This design comes from an exercise in tuning for small area, a short achievable clock period and few clock cycles per item on the open sky130 flow, not from production work.
Only simulation tests tie the RTL to the original design; equivalence was not proved.

## design.v

```verilog
module ladder_filter (
    input  wire        clk,
    input  wire        rst,         
    input  wire        cfg_we,
    input  wire [1:0]  cfg_addr,
    input  wire [31:0] cfg_data,
    input  wire        in_valid,
    output wire        in_ready,
    input  wire [31:0] in_x,
    input  wire [31:0] in_env,
    input  wire [31:0] in_fm,
    output reg         out_valid,
    output wire [31:0] out_y
);
    localparam signed [31:0] ONE      = 32'sd65536;
    localparam signed [31:0] C_M095   = -32'sd62259;      
    localparam signed [31:0] FC_MIN   = 32'sd327680;      
    localparam signed [31:0] FC_MAX   = 32'sd1300561920;  
    localparam signed [31:0] C_FXK    = 32'sd68866;
    localparam signed [31:0] C_N0     = 32'sd30;
    localparam signed [31:0] C_N1     = 32'sd405813;
    localparam signed [31:0] C_D1     = 32'sd809917;
    localparam signed [31:0] C_D2     = 32'sd289383;
    localparam signed [31:0] C_K6     = 32'sd471773984;
    localparam signed [31:0] C_K5     = 32'sd382585517;
    localparam signed [31:0] C_K4     = 32'sd31226140;
    localparam signed [31:0] C_K3     = 32'sd40301764;
    localparam signed [31:0] C_K2     = 32'sd14016267;
    localparam signed [31:0] C_K1     = 32'sd1114033;
    localparam signed [19:0] C_INV17  = 20'sd3855;
    localparam signed [19:0] C_4_27   = 20'sd9709;
    localparam signed [19:0] C_HPA    = 20'sd1386;
    localparam signed [31:0] SAT_LIM  = 32'sd98304;       
    localparam signed [31:0] CUT_RST  = 32'sd52428800;    
    reg [3:0] phase;       
    reg       v_cur;       
    reg       v_prev;      
    wire busy   = v_cur | (v_prev & (phase <= 4'd3));
    wire last   = (phase == 4'd13);
    assign in_ready = ~busy | last;
    wire accept = in_valid & in_ready;
    reg signed [31:0] cutoff, rs, rs1, envmod, fmamt;
    reg signed [31:0] y1, y2, y3, y4, hp;
    reg signed [31:0] A, B, X, D, LO, G;
    reg        [14:0] fx;
    reg        [17:0] fxk;     
    reg        [19:0] nd;      
    reg        [18:0] den;
    reg        [15:0] b0;
    assign out_y = G;
    wire [3:0] wop = busy ? phase : 4'd13;
    reg  signed [31:0] wa, wb;
    always @(*) begin
        case (wop)
            4'd0:  begin wa = A;  wb = envmod; end                     
            4'd1:  begin wa = B;  wb = fmamt;  end                     
            4'd2:  begin wa = B;  wb = cutoff; end                     
            4'd3:  begin wa = G;  wb = y4;     end                     
            4'd4:  begin wa = A;  wb = C_FXK;  end                     
            4'd5:  begin wa = {C_K6[31:18], fxk}; wb = {17'd0, fx}; end  
            4'd10: begin wa = A;  wb = rs;     end                     
            4'd11: begin wa = D;  wb = B;      end                     
            4'd12: begin wa = A;  wb = rs1;    end                     
            4'd13: begin wa = C_M095; wb = cutoff; end                 
            default: begin wa = A; wb = {17'd0, fx}; end               
        endcase
    end
    wire signed [63:0] wprod = wa * wb;
    wire signed [31:0] mw    = wprod[47:16];
    reg signed [31:0] na;
    reg signed [19:0] nb;
    always @(*) begin
        case (phase)
            4'd3:  begin na = y4;   nb = y4[19:0];     end             
            4'd4:  begin na = D;    nb = y4[19:0];     end             
            4'd5:  begin na = C_D2; nb = {5'd0, fx};   end             
            4'd6:  begin na = C_D1; nb = {5'd0, fx};   end             
            4'd7:  begin na = {12'd0, nd}; nb = {5'd0, fx}; end        
            4'd8:  begin na = C_N1; nb = {5'd0, fx};   end             
            4'd9:  begin na = B;    nb = C_4_27;       end             
            4'd10: begin na = A;    nb = C_INV17;      end             
            4'd11: begin na = rs;   nb = A[19:0];      end             
            4'd12: begin na = B;    nb = C_HPA;        end             
            default: begin na = D;  nb = {4'd0, b0};   end             
        endcase
    end
    wire signed [51:0] nprod = na * nb;
    wire signed [31:0] mn    = nprod[47:16];
    function signed [31:0] smax(input signed [31:0] a, input signed [31:0] b);
        smax = (a > b) ? a : b;
    endfunction
    function signed [31:0] smin(input signed [31:0] a, input signed [31:0] b);
        smin = (a < b) ? a : b;
    endfunction
    wire signed [31:0] fmterm = (fmamt != 32'sd0) ? (B >>> 1) : 32'sd0;
    wire signed [31:0] fc_sum = cutoff + A + fmterm;
    wire signed [31:0] off_v  = smin(smax(A, LO), cutoff <<< 2);
    wire signed [31:0] fc_v   = smin(smax(fc_sum, FC_MIN), FC_MAX);
    wire signed [31:0] sat_v  = (y4 >= SAT_LIM)  ? ONE :
                                (y4 <= -SAT_LIM) ? -ONE : (y4 - mn);
    wire signed [31:0] c1 = X + hp - y1 + y2;
    wire signed [31:0] c2 = y1 - (y2 <<< 1) + y3;
    wire signed [31:0] c3 = y2 - (y3 <<< 1) + y4;
    wire signed [31:0] c4 = y3 - (y4 <<< 1);
    wire [14:0] fx_n = mw[30:16];
    reg [19:0] r0, r1, r2, r3, r4;
    reg [3:0]  qb;
    always @(*) begin
        r0 = nd;
        r1 = {r0[18:0], 1'b0}; qb[3] = (r1 >= {1'b0, den}); if (qb[3]) r1 = r1 - {1'b0, den};
        r2 = {r1[18:0], 1'b0}; qb[2] = (r2 >= {1'b0, den}); if (qb[2]) r2 = r2 - {1'b0, den};
        r3 = {r2[18:0], 1'b0}; qb[1] = (r3 >= {1'b0, den}); if (qb[1]) r3 = r3 - {1'b0, den};
        r4 = {r3[18:0], 1'b0}; qb[0] = (r4 >= {1'b0, den}); if (qb[0]) r4 = r4 - {1'b0, den};
    end
    always @(posedge clk) begin
        if (rst) begin
            phase     <= 4'd0;
            v_cur     <= 1'b0;
            v_prev    <= 1'b0;
            out_valid <= 1'b0;
            cutoff    <= CUT_RST;
            rs        <= 32'sd0;
            rs1       <= ONE;
            envmod    <= 32'sd0;
            fmamt     <= 32'sd0;
            y1        <= 32'sd0;
            y2        <= 32'sd0;
            y3        <= 32'sd0;
            y4        <= 32'sd0;
            hp        <= 32'sd0;
        end else begin
            out_valid <= 1'b0;
            if (cfg_we) begin
                case (cfg_addr)
                    2'd0: cutoff <= cfg_data;
                    2'd1: begin rs <= cfg_data; rs1 <= cfg_data + ONE; end
                    2'd2: envmod <= cfg_data;
                    2'd3: fmamt  <= cfg_data;
                endcase
            end
            if (accept) begin
                phase  <= 4'd0;
                v_cur  <= 1'b1;
                v_prev <= last & v_cur;
            end else begin
                phase  <= last ? 4'd0 : phase + 4'd1;
                if (last) begin
                    v_prev <= v_cur;
                    v_cur  <= 1'b0;
                end
            end
            case (wop)
                4'd0:  A <= mw;
                4'd1:  B <= mw;
                4'd2:  B <= mw;
                4'd3:  begin G <= mw <<< 1; out_valid <= v_prev; end
                4'd4:  begin fx <= fx_n; fxk <= {3'd0, fx_n} + C_K6[17:0]; end
                4'd5:  A <= mw - C_K5;
                4'd6:  A <= mw - C_K4;
                4'd7:  A <= mw + C_K3;
                4'd8:  A <= mw + C_K2;
                4'd9:  A <= mw + C_K1;
                4'd10: D <= mw;
                4'd11: begin B <= mw - hp; D <= c1 - mw; end
                4'd12: G <= mw;
                4'd13: LO <= mw;
                default: ;
            endcase
            case (phase)
                4'd0: begin
                    if (v_prev) y2 <= y2 + mn;
                    D <= mn + c3;
                end
                4'd1: begin
                    if (v_prev) y3 <= y3 + mn;
                    D <= mn + c4;
                end
                4'd2: begin
                    if (v_prev) y4 <= y4 + mn;
                    A <= off_v;
                end
                4'd3: begin D <= mn; A <= fc_v; end
                4'd4:  B <= mn;
                4'd5:  nd <= mn[19:0];
                4'd6:  den <= mn[18:0] + 19'd65536;
                4'd7:  den <= den + mn[18:0];
                4'd8:  nd <= mn[19:0] + 20'd30;
                4'd9:  begin B <= sat_v; nd <= r4; b0 <= {b0[11:0], qb}; end
                4'd10: begin A <= mn - ONE; nd <= r4; b0 <= {b0[11:0], qb}; end
                4'd11: begin A <= mn + ONE; nd <= r4; b0 <= {b0[11:0], qb}; end
                4'd12: begin
                    if (v_cur) hp <= hp + mn;
                    nd <= r4; b0 <= {b0[11:0], qb};
                end
                4'd13: begin
                    if (v_cur) y1 <= y1 + (mn <<< 1);
                    D <= (mn <<< 1) + c2;
                end
                default: ;
            endcase
            if (accept) begin
                A <= in_env;
                B <= in_fm;
                X <= in_x;
            end
        end
    end
endmodule
```

## run.sh

```bash
#!/bin/bash
# synth_recipe.tcl (not shown) runs the flow's synth.tcl, then flattens the netlist and writes it again
# the make line also repeats each setting of config.mk as NAME=value (left out here)
make -C /OpenROAD-flow-scripts/flow DESIGN_CONFIG=/design/flow/config.mk WORK_HOME=/design/flow/orfs CLKGATE_MAP_FILE= SYNTH_SCRIPT=/design/flow/synth_recipe.tcl finish
```

## config.mk

```make
export PLATFORM = sky130hd
export DESIGN_NAME = ladder_filter
export DESIGN_NICKNAME = ladder_filter
export VERILOG_FILES = /design/flow/design.v
export SDC_FILE = /design/flow/constraint.sdc
export NUM_CORES = 4
export LEC_CHECK = 0
export CAP_MARGIN = 30
export CORE_MARGIN = 2
export CORE_UTILIZATION = 40
export SLEW_MARGIN = 30
```

## constraint.sdc

```tcl
create_clock -name core_clock -period 20.0 [get_ports {clk}]
set_input_delay 4.0000 -clock core_clock [delete_from_list [all_inputs] [get_ports {clk}]]
set_output_delay 4.0000 -clock core_clock [all_outputs]
set_load 0.01 [all_outputs]
```

==> flow_summary.ini <==
[cells_and_area]
mostFrequentLayoutCells = inv_1 (2103), nand2_1 (1782), fa_1 (1721)
area_growth_syn_to_layout_pct = 8.95
nets = 15671
mostFrequentLayoutCell = inv_1
design_area_um2 = 119000
finish.utilization = 0.437
drive_above_1_share = 0.0552
fill_cells = 27145

[critical_path]
cp.arrival_ns = 17.35
crit_path_start_kind = register
critPathSlowestCell = or2_2
critPathMostFrequentCell = fa_1
critPathKind = register to register
critPathRequiredTime_ns = 20.47
max_stage_delay_ns = 0.73
crit_path_end_kind = register
crit_family = adder cells
crit_path_max_fanout = 31
critical_path_buf_inv_count = 10

[place]
dpl.hpwl_um = 384000
port_buffers = 167
place_congestion = 1.07
place_area_um2 = 117000
pre_cts_ws_ns = 3.62

[sta]
setup_ws_ns = 3.12
hold_slack_ns = 0.452
finalSetupTns_ns = 0
fmax_mhz = 59.2
rsz0062_at_grt = no
period_share = 0.844
setup_violations = 0
slew_violations = 0
worstMarginPinSlew_ns = 1.09
period_minus_slack_ns = 16.88
hold_viol = 0
finClkSkew_ns = 0.0534
max-slew-margin-rel = 0.269

[clock_network]
cts_setup_buffers = 0
cts_buffers = 78
insertion_delay_ns = 0.76
tritoncts = done
cts_resized = 0
clk_path_buf_depth = 3
cts.sinks = 584
ctsHoldBuffers = 0
clk_pin_slew_ns = 0.07
cts-root-buf = clkbuf_16
cts.htree.levels = 3

[routing]
ant_nets = 0
vias_per_cell = 5.89
drc_errors = 0
drt-total-wl_um = 478000
dr.pass1.iters = 7
drt-initial-drc-count = 11464
wire_per_inst_um = 28.8
vias = 97817

[yosys]
async_flop_share = 0
synth_area_leaders = fa_1 (31%), ha_1 (9.9%), edfxtp_1 (7.5%), inv_1 (7.2%), nand2_1 (6.1%)
yosysTopAreaCell = fa_1
syn_avg_cell_area_um2 = 8.44
yosysWarnings = 1
synth_seq_cells = 584
yosysSeqAreaShare = 0.132
ys.flop_type = dfxtp_1
synth_area_um2 = 109000
synthCells = 12969
synth_edf_count = 274
synth_nets = 15690
synth.distinct_cells = 114
synth_top_area_frac = 0.315

[run_status]
outcome = no timing/DRC/antenna violations

[die]
rows = 192
initial_core_util = 0.401
ios = 168
die_w_um = 527
die_height_um = 527
coreArea_um2 = 273000
die_area_um2 = 278000

[global_route]
grt_max_degree = 86
grt_pass1_vias = 96367
grt_usage = 0.340
antenna_found_initial = 40
grt-ovfl-total = 0
grt_pass1_wl_um = 686000

[job]
maxCapViolations = 0

[hold_path]
min-delay-path-class = register to register
==> path summary, 6_finish.rpt <==
check	from	to	slack, ns	cells past startpoint
setup reg to reg	phase[2]$_SDFF_PP0_	D[31]$_DFFE_PP_	3.12	55
hold / removal	envmod[29]$_SDFFE_PP0P_	envmod[29]$_SDFFE_PP0P_	0.45	2
setup / recovery	phase[2]$_SDFF_PP0_	D[31]$_DFFE_PP_	3.12	55
hold reg to reg	envmod[29]$_SDFFE_PP0P_	envmod[29]$_SDFFE_PP0P_	0.45	2
==> flip-flops by register name, indices dropped and copies added, names as in the netlist, 31 cells and up <==
signal	cells
A	32
B	32
D	32
G	32
LO	32
X	32
cutoff	32
envmod	32
fmamt	32
hp	32
rs	32
y1	31
y2	32
y3	32
y4	32
==> through the flow <==
step / cells
after floorplan: 12969
after global placement: 16454
after detailed placement: 16456
after CTS: 16599
after global routing: 16602
final: 16616
==> routing by layer <==
metal  global-route usage  routed length (µm)
met1                0.442              186000
met2                0.508              202000
met3               0.0851               53300
met4                0.208               36100
met5                    0                 193
==> worst register-to-register path, delay by kind of cell (launching register included) <==
family                   cells  cell delay (ns)
XOR/XNOR                     2             0.55
adder cells (fa/ha/maj)     13             5.88
buffers and inverters       10             1.87
AO/OA/AOI/OAI               18             4.59
AND/OR/NAND/NOR             12             3.10
flip-flops                   1             0.61
==> cells in the mapped netlist (34+ instances only) <==
cell type,count
xor2_1,161
o21a_1,67
o221ai_1,41
fa_1,1721
o31ai_1,47
and2_1,67
a221o_1,54
xnor2_1,417
ha_1,866
a31oi_1,77
nand2b_1,84
nor3_1,149
nand2_1,1787
nand3_1,159
dfxtp_1,310
o21ai_0,373
o21bai_1,109
a211oi_1,104
and3_1,68
mux2i_1,74
or3_1,65
a21o_1,188
or2_2,38
mux2_2,48
nor2b_1,124
a221oi_1,70
a21oi_1,862
inv_1,2103
edfxtp_1,274
nand4_1,48
a2111oi_0,34
a22oi_1,88
nor4_1,35
nor2_1,1208
clkbuf_1,547
==> cells by family (layout without fill, tap and decap cells) <==
logic type,count (synthesis),count (layout),share of synthesized area
simple gates,3912,3912,0.153
fa+ha+maj,2587,2587,0.414
xor+xnor,583,583,0.0470
flops,584,584,0.132
compound gates,2476,2476,0.149
other cells,1,15,0.0000343
buf+inv,2703,2747,0.0931
mux,123,123,0.0118
==> layout make-up <==
class,instances,area [µm²],share of cell area
clock inverters,42,541,0.00453
multi-input cells,9682,85600,0.718
diodes,14,35.0,0.000294
flip-flops and latches,584,14400,0.121
inverters,2112,7930,0.0665
well taps,3589,4490,0.0377
clock buffers,101,2130,0.0178
repair buffers,492,4130,0.0346
Testbench counts, summed over its fixed seeds: cycles 35,888, samples 2,560.

-- separate check: timing with driven ports --
No port has a modelled driver above. Below, the same layout with a new extraction and two added sets of constraints.
Step 1 (the two cells are an assumption about what drives the block):
set clk [get_ports {clk}]
set_driving_cell -lib_cell sky130_fd_sc_hd__clkbuf_16 $clk
set_driving_cell -lib_cell sky130_fd_sc_hd__buf_2 [delete_from_list [all_inputs] $clk]
Step 2, shift: input delay + t, output delay - t, t = (earliest + latest rising clock arrival at the registers) / 2. This alone moves slack from input paths to output paths.
Slacks: no drivers / after step 1 / after step 2; pairs: no drivers / after step 1.
t (ns): 0.813
setup WS [ns]: 3.121 / 3.121 / 3.121
hold slack, ns: 0.452 / 0.452 / 0.452
cell pins on the clock port's net: 1
After both steps setup and hold are still met in this run. The setup slack of this run moves by 0.000 ns with the drivers and by 0.000 ns with both steps.
